Source: an optimization exercise on an open RTL-to-GDS flow (aim: small area, a short achievable clock period and few clock cycles per item). Production flows keep margins and buffers that such runs may drop.
RTL that was checked went through simulation tests only; none was proved equivalent to the original.
Power and IR drop assume default switching activity.

## gs_swizzle_agu
module gs_swizzle_agu (
    input  wire        clk,
    input  wire        rst,
    input  wire        cmd_valid,
    output wire        cmd_ready,
    input  wire [1:0]  cmd_fmt,
    input  wire [13:0] cmd_dbp,
    input  wire [5:0]  cmd_dbw,
    input  wire [10:0] cmd_x0,
    input  wire [10:0] cmd_y0,
    input  wire [11:0] cmd_w,
    input  wire [11:0] cmd_h,
    output reg         out_valid,
    input  wire        out_ready,
    output wire [28:0] out_addr,
    output wire        out_last
);
clock: 6.0 ns
lec_check: 0
cap_margin: 20
core_margin: 2
core_utilization: 40
cts_buf_list: sky130_fd_sc_hd__clkbuf_4 sky130_fd_sc_hd__clkbuf_8
cts_cluster_size: 30
setup_slack_margin: 3.2
slew_margin: 20
standard.sh (not shown) runs the stock make flow with config.mk's settings and CLKGATE_MAP_FILE= SYNTH_SCRIPT=/design/flow/synth_recipe.tcl, a recipe that flattens the netlist after the stock synthesis.
==> flow/flow/run.sh <==
#!/bin/bash
export BUFFER_PORTS_ARGS="-buffer_cell sky130_fd_sc_hd__buf_1"
bash standard.sh > standard.log 2>&1
==> next run, changes <==
Settings changed: CORE_UTILIZATION 40 to 60, SETUP_SLACK_MARGIN 3.2 to 3.5.
What happened: The changed run finished with timing, DRC and antenna clean. Wire length shrinks by 2.9%. Worst hold slack improves by 0.032 ns. Clock skew barely changes.
==> next run, changes <==
Settings changed: CORE_UTILIZATION 60 to 40, CTS_BUF_LIST sky130_fd_sc_hd__clkbuf_4 sky130_fd_sc_hd__clkbuf_8 to unset, CTS_CLUSTER_SIZE 30 to unset, SETUP_SLACK_MARGIN 3.5 to 3.6.
=> Area after synthesis stays the same; critical path depth does not change; die area goes up by 48%; setup slack improved by 0.056 ns.
==> next run, changes <==
Settings changed: SETUP_SLACK_MARGIN 3.6 to 3.2.
=> The changed run completed with no timing, DRC or antenna violations; synthesized cell count stays the same; die area is unchanged; worst setup slack degrades by 0.0096 ns.
==> next run, changes <==
Settings changed: CORE_UTILIZATION 40 to 60, CTS_BUF_LIST set to sky130_fd_sc_hd__clkbuf_4 sky130_fd_sc_hd__clkbuf_8, CTS_CLUSTER_SIZE set to 30.
Outcome: Wire length falls by 8.4%; final area goes down by 4.1%; power fell by 9.9%; via count decreases by 0.43%.
Function was not checked in any run of this note: the RTL went through the layout flow alone.


gs_swizzle_agu, a different RTL version from the one above (not shown whole).
For scale: ~670 cells after synthesis, about 100 I/O pins.
==> flow/config.mk <==
export PLATFORM = sky130hd
export DESIGN_NAME = gs_swizzle_agu
export DESIGN_NICKNAME = gs_swizzle_agu
export VERILOG_FILES = /design/flow/design.v
export SDC_FILE = /design/flow/constraint.sdc
export NUM_CORES = 4
export LEC_CHECK = 0
export CAP_MARGIN = 20
export CORE_MARGIN = 2
export CORE_UTILIZATION = 60
export CTS_BUF_LIST = sky130_fd_sc_hd__clkbuf_4 sky130_fd_sc_hd__clkbuf_8
export CTS_CLUSTER_DIAMETER = 150
export CTS_CLUSTER_SIZE = 40
export SETUP_SLACK_MARGIN = 3.2
export SLEW_MARGIN = 20
==> flow/constraint.sdc <==
create_clock -name core_clock -period 6.0 [get_ports {clk}]
set_input_delay 1.2000 -clock core_clock [delete_from_list [all_inputs] [get_ports {clk}]]
set_output_delay 1.2000 -clock core_clock [all_outputs]
set_load 0.01 [all_outputs]
Scripts as last shown in full above: flow/flow/run.sh
Testbench counts at the start, summed over its fixed seeds: cycles 223,093, items 220,800.
Rerun with:
Settings changed: CORE_UTILIZATION 60 to 40, CTS_CLUSTER_DIAMETER 150 to unset, CTS_CLUSTER_SIZE 40 to 30.
What happened: Count of clock-buffer cells in the layout shrinks by 2; cell count went up by a little under a tenth; clock power climbs by about a fifth.


Setup of run A:
Another version of the RTL of gs_swizzle_agu (not shown whole).
Size: roughly 690 cells after synthesis.
## gs_swizzle_agu
module gs_swizzle_agu (
    input  wire        clk,
    input  wire        rst,
    input  wire        cmd_valid,
    output wire        cmd_ready,
    input  wire [1:0]  cmd_fmt,
    input  wire [13:0] cmd_dbp,
    input  wire [5:0]  cmd_dbw,
    input  wire [10:0] cmd_x0,
    input  wire [10:0] cmd_y0,
    input  wire [11:0] cmd_w,
    input  wire [11:0] cmd_h,
    output reg         out_valid,
    input  wire        out_ready,
    output wire [28:0] out_addr,
    output wire        out_last
);
    reg        rdy;         
    reg        setup;       
    reg        f0, f1, f2;  
    reg        n0, n1, n2;  
    reg [5:0]  pw;          
    reg [11:0] w;
    reg [6:0]  x0l;         
    reg [6:0]  xl;          
    reg [6:0]  yl;          
    reg [11:0] cnt;         
    reg        re;          
    reg [11:0] rcnt;        
    reg        lr;          
    reg [14:0] pg;          
    reg [14:0] rb;          
    reg        xc;          
    reg [11:0] bo;          
    reg        sel;
    reg        s0;          
    reg        sl;          
    reg        cx;          
    assign cmd_ready = rdy;
    assign out_last  = re & lr;
    gs_addr_calc u_calc (
        .f0   (f0),
        .f1   (f1),
        .f2   (f2),
        .n0   (n0),
        .n1   (n1),
        .n2   (n2),
        .pg   (pg),
        .x    (xl),
        .y    (yl),
        .c    (cx),
        .addr (out_addr)
    );
    wire accept  = rdy & cmd_valid;
    wire advance = out_valid & out_ready;
    wire row_end = advance & re;
    wire xc_x0  = f0 ? (&x0l[5:0]) : (&x0l);
    wire xc_inc = ~xl[0] & (&xl[5:1]) & (f0 | xl[6]);
    wire yc_cur = (&yl[4:0]) & (f0 | (yl[5] & (f1 | yl[6])));
    wire yc_inc = ~yl[0] & (&yl[4:1]) & (f0 | (yl[5] & (f1 | yl[6])));
    wire [11:0] b      = bo & {12{sel}};
    wire [14:0] ag = rb & {3'd0, b};
  ...
clock: 6.0 ns
lec_check: 0
cap_margin: 20
core_margin: 2
core_utilization: 50
cts_buf_list: sky130_fd_sc_hd__clkbuf_4 sky130_fd_sc_hd__clkbuf_8
cts_cluster_size: 30
setup_slack_margin: 3.2
slew_margin: 20
Scripts as last shown in full above: flow/flow/run.sh
Testbench counts of run A, summed over its fixed seeds: cycles 223,093, items 220,800.
[inputs] run B vs run A
Settings: SETUP_SLACK_MARGIN now 3.1, was 3.2; CORE_UTILIZATION now 40, was 50.
Findings:
- Combinational share of power (lower): run B
- Run B vs run A — leakage power figure dropped by a few percent
- Relative to run A, the final cell area reported for run B is lower.
- When run B is set beside run A, its power after layout turns out to be 1.7% smaller.
Modified inputs, run C compared to run B
Settings: a change of SETUP_SLACK_MARGIN from 3.1 to 3.2; a change of CTS_BUF_LIST from sky130_fd_sc_hd__clkbuf_4 sky130_fd_sc_hd__clkbuf_8 to sky130_fd_sc_hd__clkbuf_8 sky130_fd_sc_hd__clkbuf_16.
## What came out
Run C against run B: design area +2.9%, switching share of power down 2.1 points. Compared with run B, run C shows a global-route usage that is 0.23 points higher. Measured against each other, run C and run B differ in met3 track utilization from global routing, the lower figure coming from run B. The sum of met3 wire segment lengths after detailed routing was comparable across run C and run B. From run B to run C the numbers moved as follows: final worst slack picked up an extra 0.025 ns; part of the total power dissipated in combinational logic lost 2.1 points.
Edits applied to the flow inputs when going from run C to run D:
Settings: CTS_BUF_LIST: sky130_fd_sc_hd__clkbuf_8 sky130_fd_sc_hd__clkbuf_16 -> sky130_fd_sc_hd__clkbuf_4 sky130_fd_sc_hd__clkbuf_8.
### Flow results
- Total number of nets in the final design, run C and run D: larger value in run D
- Relative contribution of the clock network to total power is higher on run C
- Power on run D is ahead of run C.
- Diff run C -> run D: hold slack saw little to no change, total length of routed wires shows no meaningful change.
- As far as number of non-filler instances in the completed layout is concerned, run C and run D perform about the same.
- Summary of run D over run C: global-route wire length before repair dropped about 0.8%, maximum frequency climbed 0.0019 GHz, remaining max-slew budget at the tightest pin climbed 0.29 points.


lane 1:
Starting RTL as in the previous note.
==> flow/design.v (excerpt) <==
module gs_swizzle_agu (
    input  wire        clk,
    input  wire        rst,
    input  wire        cmd_valid,
    output wire        cmd_ready,
    input  wire [1:0]  cmd_fmt,
    input  wire [13:0] cmd_dbp,
    input  wire [5:0]  cmd_dbw,
    input  wire [10:0] cmd_x0,
    input  wire [10:0] cmd_y0,
    input  wire [11:0] cmd_w,
    input  wire [11:0] cmd_h,
    output reg         out_valid,
    input  wire        out_ready,
    output wire [28:0] out_addr,
    output wire        out_last
);
    reg        rdy;         
    reg        setup;       
    reg        f0, f1, f2;  
    reg        n0, n1, n2;  
    reg [5:0]  pw;          
    reg [11:0] w;
    reg [6:0]  x0l;         
    reg [6:0]  xl;          
    reg [6:0]  yl;          
    reg [11:0] cnt;         
    reg        re;          
    reg [11:0] rcnt;        
    reg        lr;          
    reg [14:0] pg;          
    reg [14:0] rb;          
    reg        xc;          
    reg [11:0] bo;          
    reg        sel;
    reg        s0;          
    reg        sl;          
    reg        cx;          
    assign cmd_ready = rdy;
    assign out_last  = re & lr;
    gs_addr_calc u_calc (
        .f0   (f0),
        .f1   (f1),
        .f2   (f2),
        .n0   (n0),
        .n1   (n1),
        .n2   (n2),
        .pg   (pg),
        .x    (xl),
        .y    (yl),
        .c    (cx),
        .addr (out_addr)
    );
    wire accept  = rdy & cmd_valid;
    wire advance = out_valid & out_ready;
    wire row_end = advance & re;
    wire xc_x0  = f0 ? (&x0l[5:0]) : (&x0l);
    wire xc_inc = ~xl[0] & (&xl[5:1]) & (f0 | xl[6]);
    wire yc_cur = (&yl[4:0]) & (f0 | (yl[5] & (f1 | yl[6])));
    wire yc_inc = ~yl[0] & (&yl[4:1]) & (f0 | (yl[5] & (f1 | yl[6])));
    wire [11:0] b      = bo & {12{sel}};
    wire [14:0] ag = rb & {3'd0, b};
    wire [14:0] ap = rb ^ {3'd0, b};
    wire [14:0] g1 = ag | (ap & {ag[13:0], 1'b0});
    wire [14:0] p1 = ap & {ap[13:0], 1'b0};
    wire [14:0] g2 = g1 | (p1 & {g1[12:0], 2'b0});
    wire [14:0] p2 = p1 & {p1[12:0], 2'b0};
    wire [14:0] g3 = g2 | (p2 & {g2[10:0], 4'b0});
    wire [14:0] p3 = p2 & {p2[10:0], 4'b0};
    wire [14:0] g4 = g3 | (p3 & {g3[6:0], 8'b0});
    wire [14:0] rb_sum = ap ^ {g4[13:0], 1'b0};
    wire [5:0] cmd_pw = (cmd_fmt == 2'd0) ? cmd_dbw : {1'b0, cmd_dbw[5:1]};
  ...
==> flow/config.mk <==
export PLATFORM = sky130hd
export DESIGN_NAME = gs_swizzle_agu
export DESIGN_NICKNAME = gs_swizzle_agu
export VERILOG_FILES = /design/flow/design.v
export SDC_FILE = /design/flow/constraint.sdc
export NUM_CORES = 4
export LEC_CHECK = 0
export CAP_MARGIN = 20
export CORE_MARGIN = 2
export CORE_UTILIZATION = 40
export CTS_BUF_LIST = sky130_fd_sc_hd__clkbuf_4
export CTS_CLUSTER_SIZE = 30
export SETUP_SLACK_MARGIN = 3.2
export SLEW_MARGIN = 20
==> flow/constraint.sdc <==
create_clock -name core_clock -period 6.0 [get_ports {clk}]
set_input_delay 1.2000 -clock core_clock [delete_from_list [all_inputs] [get_ports {clk}]]
set_output_delay 1.2000 -clock core_clock [all_outputs]
set_load 0.01 [all_outputs]
Scripts as last shown in full above: flow/flow/run.sh
Lane 1 was carried through to the last stage, and its layout satisfied the timing, design-rule and antenna checks.
Testbench counts of lane 1, summed over its fixed seeds: cycles 223,093, items 220,800.
Edits applied to the flow inputs when going from lane 1 to lane 2:
Settings: a change of CTS_BUF_LIST from sky130_fd_sc_hd__clkbuf_4 to sky130_fd_sc_hd__clkbuf_4 sky130_fd_sc_hd__clkbuf_8; a change of SETUP_SLACK_MARGIN from 3.2 to 3.3.
## What came out
Against lane 1, summed area of non-filler cells in the final layout in lane 2 came out worse. Sum of met2 wire segment lengths after detailed routing ended up about 0.7% higher on lane 2 than on lane 1. Lane 2 ended up with a lower share of total power in combinational logic than lane 1 did. For the proportion of cell area spent on the clock network, lane 2 came in 1.6 points higher than lane 1 did. On lane 2: post-layout minimum cycle time is 0.14 ns lower than what lane 1 gave.

-- port drivers added, routing unchanged --
No port has a modelled driver above. Below, the same layouts with a new extraction and two added sets of constraints.
Step 1: set_driving_cell puts a clkbuf_16 on clk and a buf_2 on each other input, an assumption about the parent block.
Step 2 adds t to the input delays and takes it off the output delays; t is the mean of the earliest and latest rising clock arrival at the registers after step 1. Input paths then give back, and output paths get back, about the clock's delay inside the block.
Slacks: no drivers / after step 1 / after step 2; pairs: no drivers / after step 1.
run	t (ns)	setup WS [ns]	latest minus earliest clock arrival (ns)
the first run of note 1	0.468	3.155 / 3.118 / 3.314	0.015 / 0.015
the second run of note 1	0.491	3.113 / 3.077 / 3.347	0.015 / 0.014
the third run of note 1	0.454	3.169 / 3.128 / 3.271	0.005 / 0.006
the fourth run of note 1	0.457	3.159 / 3.118 / 3.326	0.010 / 0.010
the fifth run of note 1	0.475	3.120 / 3.085 / 3.385	0.012 / 0.012
the first run of note 2	0.475	3.036 / 3.001 / 3.323	0.015 / 0.016
the second run of note 2	0.470	3.157 / 3.118 / 3.325	0.013 / 0.013
run A	0.485	3.146 / 3.107 / 2.820	0.010 / 0.011
run B	0.469	3.176 / 3.139 / 2.850	0.012 / 0.012
run C	0.456	3.202 / 3.161 / 2.919	0.007 / 0.007
run D	0.470	3.216 / 3.179 / 2.868	0.012 / 0.012
lane 1	0.593	3.059 / 3.023 / 2.856	0.021 / 0.021
lane 2	0.472	3.201 / 3.163 / 2.947	0.014 / 0.013
After both steps every run listed still meets setup and hold. The setup slack of run D, which loses most, moves by -0.037 ns with the drivers and by -0.348 ns with both steps.
